Background: an optimization exercise with open tools, aiming at small area and a short achievable clock period. Do not read the settings as production practice. In this exercise RTL edits were held to simulation tests only and were not proved equivalent to the original.

Design zsab, start of the top module:
module zsab #(
    parameter [31:0] PREHEAT_NOMINAL      = 32'd400,
    parameter [15:0] PWM_RANGE            = 16'd5000,
    parameter [7:0]  KIND_SUPPORTED       = 8'h01,
    parameter [15:0] RST_UART_DIV         = 16'd16,
    parameter [31:0] RST_FRAME_TIMEOUT_MS = 32'd20,
    parameter [31:0] RST_CONV_SETTLE_MS   = 32'd2,
    parameter [31:0] RST_PWM_BUDGET_MS    = 32'd100,
    parameter [15:0] RST_SCK_HALF         = 16'd4
) (
    input             clk,
    input             rst,
    input      [31:0] ms_now,
    input      [5:0]  bus_addr,
    input             bus_we,
    input             bus_re,
    input      [31:0] bus_wdata,
    output reg [31:0] bus_rdata,
    output            uart_tx,
    input             uart_rx,
    output            sbr_sck,
    output            sbr_cs_n,
    input             sbr_so,
    input             pwm_in,
    output            tmr_suspend,
    output reg        evt_done
);
export LEC_CHECK = 0
export ABC_AREA = 1
export CAP_MARGIN = 20
export CORE_MARGIN = 2
export CORE_UTILIZATION = 40
export CTS_BUF_LIST = sky130_fd_sc_hd__clkbuf_4
export CTS_CLUSTER_SIZE = 30
export SLEW_MARGIN = 20
create_clock -name core_clock -period 200.0 [get_ports {clk}]
standard.sh (not shown) runs the stock make flow with config.mk's settings and CLKGATE_MAP_FILE= SYNTH_SCRIPT=/design/flow/synth_recipe.tcl, a recipe that flattens the netlist after the stock synthesis.
==> flow/flow/run.sh <==
#!/bin/bash
set -euo pipefail
here=$(pwd)
rm -rf "$here/scripts_mod"
cp -r "$FLOW_HOME/scripts" "$here/scripts_mod"
cp "$here/flow/abc_area.script" "$here/scripts_mod/abc_area.script"
bash standard.sh SCRIPTS_DIR="$here/scripts_mod" \
    "BUFFER_PORTS_ARGS=-buffer_cell sky130_fd_sc_hd__buf_2" SETUP_SLACK_MARGIN=117.5 \
    "CTS_ARGS=-sink_clustering_enable -repair_clock_nets -dont_use_dummy_load -sink_clustering_size 30 -buf_list sky130_fd_sc_hd__clkbuf_4" finish > "$here/standard.log" 2>&1
==> flow/flow/abc_area.script <==
strash
dch
map -D 25
topo
stime -c
buffer -c
dnsize -c
Change:
--- a/flow/flow/run.sh
+++ b/flow/flow/run.sh
@@ -7,3 +7,3 @@
 bash standard.sh SCRIPTS_DIR="$here/scripts_mod" \
-    "BUFFER_PORTS_ARGS=-buffer_cell sky130_fd_sc_hd__buf_2" SETUP_SLACK_MARGIN=117.5 \
+    "BUFFER_PORTS_ARGS=-buffer_cell sky130_fd_sc_hd__buf_2" SETUP_SLACK_MARGIN=117.25 \
     "CTS_ARGS=-sink_clustering_enable -repair_clock_nets -dont_use_dummy_load -sink_clustering_size 30 -buf_list sky130_fd_sc_hd__clkbuf_4" finish > "$here/standard.log" 2>&1
==> flow/flow/abc_area.script (replaced) <==
strash
dch
map -B 0.5
topo
stime -c
buffer -c
dnsize -c
Outcome:
- via count went down by 1.5%
- non-clock buffer count went down by 15
- die area went down by 0.49%
- hold slack is about the same
- routed wire length went down by 2.4%
- register-to-register slack gets better by 0.51 ns
- clock skew went up by 0.0034 ns
- setup slack gets worse by 0.42 ns
- area after synthesis went down by 0.50%
- count of clock-buffer cells in the layout went down by 2
Change:
--- a/flow/flow/run.sh
+++ b/flow/flow/run.sh
@@ -7,3 +7,3 @@
 bash standard.sh SCRIPTS_DIR="$here/scripts_mod" \
-    "BUFFER_PORTS_ARGS=-buffer_cell sky130_fd_sc_hd__buf_2" SETUP_SLACK_MARGIN=117.25 \
+    "BUFFER_PORTS_ARGS=-buffer_cell sky130_fd_sc_hd__buf_2" SETUP_SLACK_MARGIN=117.5 \
     "CTS_ARGS=-sink_clustering_enable -repair_clock_nets -dont_use_dummy_load -sink_clustering_size 30 -buf_list sky130_fd_sc_hd__clkbuf_4" finish > "$here/standard.log" 2>&1
CORE_UTILIZATION = 50   (was 40)
The changed run went through all stages and came out clean.
Cell count drops by 3.3%.
Utilization rises by 10 points.
Sequential share of layout area increases by 0.13 points.
Via count stays flat.
Change:
==> flow/run.sh (new file) <==
#!/bin/bash
# synth_recipe.tcl (not shown) runs the flow's synth.tcl, then flattens the netlist and writes it again
# the make line also repeats each setting of config.mk as NAME=value (left out here)
make -C /OpenROAD-flow-scripts/flow DESIGN_CONFIG=/design/flow/config.mk WORK_HOME=/design/flow/orfs CLKGATE_MAP_FILE= SYNTH_SCRIPT=/design/flow/synth_recipe.tcl finish
CORE_UTILIZATION = 40   (was 50)
removed: flow/flow/run.sh
removed: flow/flow/abc_area.script
removed: flow/standard.sh
What happened: Die area climbs by 33%. Count of clock-buffer cells in the layout rises by 47. Setup slack degrades by 2.2 ns.

* * *

zsab again, from the RTL that the note above started with.
==> flow/config.mk <==
export PLATFORM = sky130hd
export DESIGN_NAME = zsab
export DESIGN_NICKNAME = zsab
export VERILOG_FILES = /design/flow/design.v
export SDC_FILE = /design/flow/constraint.sdc
export NUM_CORES = 4
export LEC_CHECK = 0
export ABC_AREA = 1
export CAP_MARGIN = 20
export CORE_MARGIN = 2
export CORE_UTILIZATION = 40
export CTS_BUF_LIST = sky130_fd_sc_hd__clkbuf_4
export CTS_CLUSTER_SIZE = 30
export SLEW_MARGIN = 20
==> flow/constraint.sdc <==
create_clock -name core_clock -period 200.0 [get_ports {clk}]
set_input_delay 40.0000 -clock core_clock [delete_from_list [all_inputs] [get_ports {clk}]]
set_output_delay 40.0000 -clock core_clock [all_outputs]
set_load 0.01 [all_outputs]
==> flow/flow/run.sh <==
#!/bin/bash
set -euo pipefail
here=$(pwd)
rm -rf "$here/scripts_mod"
cp -r "$FLOW_HOME/scripts" "$here/scripts_mod"
cp "$here/flow/abc_area.script" "$here/scripts_mod/abc_area.script"
bash standard.sh SCRIPTS_DIR="$here/scripts_mod" \
    "BUFFER_PORTS_ARGS=-buffer_cell sky130_fd_sc_hd__buf_2" SETUP_SLACK_MARGIN=117.5 \
    "CTS_ARGS=-sink_clustering_enable -repair_clock_nets -dont_use_dummy_load -sink_clustering_size 30 -buf_list sky130_fd_sc_hd__clkbuf_4" finish > "$here/standard.log" 2>&1
==> flow/flow/abc_area.script <==
strash
dch
map -B 0.3
topo
stime -c
buffer -c
dnsize -c
Then changed:
--- a/flow/flow/run.sh
+++ b/flow/flow/run.sh
@@ -7,3 +7,3 @@
 bash standard.sh SCRIPTS_DIR="$here/scripts_mod" \
-    "BUFFER_PORTS_ARGS=-buffer_cell sky130_fd_sc_hd__buf_2" SETUP_SLACK_MARGIN=117.5 \
+    "BUFFER_PORTS_ARGS=-buffer_cell sky130_fd_sc_hd__buf_2" SETUP_SLACK_MARGIN=118 \
     "CTS_ARGS=-sink_clustering_enable -repair_clock_nets -dont_use_dummy_load -sink_clustering_size 30 -buf_list sky130_fd_sc_hd__clkbuf_4" finish > "$here/standard.log" 2>&1
==> flow/flow/abc_area.script (replaced) <==
strash
dch
map -D 25
topo
stime -c
buffer -c
dnsize -c
The changed run ran to the end with no violations.
Non-clock buffer count rose by 36.
Critical path depth stays the same.
Core utilization rose by 0.52 points.
Then changed:
--- a/flow/flow/run.sh
+++ b/flow/flow/run.sh
@@ -7,3 +7,3 @@
 bash standard.sh SCRIPTS_DIR="$here/scripts_mod" \
-    "BUFFER_PORTS_ARGS=-buffer_cell sky130_fd_sc_hd__buf_2" SETUP_SLACK_MARGIN=118 \
+    "BUFFER_PORTS_ARGS=-buffer_cell sky130_fd_sc_hd__buf_2" SETUP_SLACK_MARGIN=117.5 \
     "CTS_ARGS=-sink_clustering_enable -repair_clock_nets -dont_use_dummy_load -sink_clustering_size 30 -buf_list sky130_fd_sc_hd__clkbuf_4" finish > "$here/standard.log" 2>&1
==> flow/flow/abc_area.script (replaced) <==
strash
dch
map -B 0.5
topo
stime -c
buffer -c
dnsize -c
=>
- global-route usage fell by 0.24 points
- fmax fell by 0.58%
- worst setup slack loses 0.48 ns
- clock skew rose by 0.016 ns
- area after synthesis fell by 0.50%
- register-to-register slack gains 0.45 ns
- synthesized cell count rose by 0.78%
Then changed:
==> flow/flow/abc_area.script (replaced) <==
strash
dch
map -D 25
topo
stime -c
buffer -c
dnsize -c
Settings changed: CAP_MARGIN 20 to 10, SLEW_MARGIN 20 to 10.
Outcome:
- The changed run finished with timing, DRC and antenna clean
- design area increases by 0.40%
- die area increases by 0.49%
- non-clock buffer count increases by 10
- worst setup slack improves by 0.11 ns
- fmax barely changes
- final cell count decreases by 0.33%

what the ideal ports hide:
No port has a modelled driver above. Below, the same layouts with a new extraction and two added sets of constraints.
Step 1 assumes that a clkbuf_16 drives the clock port and a buf_2 every other input.
Step 2 adds t to the input delays and takes it off the output delays; t is the mean of the earliest and latest rising clock arrival at the registers after step 1. Input paths then give back, and output paths get back, about the clock's delay inside the block.
Three values: no drivers, after step 1, after step 2; two values: the first two.
run | t, ns | setup slack, ns | latest minus earliest clock arrival (ns) | slew at the worst register clock pin (ns) | cell pins on the clock port's net
the first run of note 1 | 0.986 | 117.491 / 117.445 / 117.445 | 0.097 / 0.097 | 0.07 / 0.07 | 1
the second run of note 1 | 0.970 | 117.067 / 117.038 / 117.038 | 0.101 / 0.101 | 0.08 / 0.08 | 1
the third run of note 1 | 1.003 | 117.457 / 117.433 / 117.433 | 0.112 / 0.112 | 0.07 / 0.07 | 1
the fourth run of note 1 | 1.010 | 115.231 / 115.182 / 115.182 | 0.070 / 0.070 | 0.09 / 0.09 | 1
the first run of note 2 | 0.979 | 117.464 / 117.443 / 117.443 | 0.138 / 0.138 | 0.07 / 0.07 | 1
the second run of note 2 | 0.996 | 117.881 / 117.861 / 117.861 | 0.089 / 0.090 | 0.07 / 0.07 | 1
the third run of note 2 | 0.972 | 117.403 / 117.374 / 117.374 | 0.106 / 0.105 | 0.07 / 0.07 | 1
the fourth run of note 2 | 0.982 | 117.515 / 117.486 / 117.486 | 0.081 / 0.081 | 0.08 / 0.08 | 1
After both steps setup and hold are still met in every run listed. For the fourth run of note 1, which loses most, drivers alone change the setup slack by -0.049 ns; drivers and shift together by -0.049 ns.
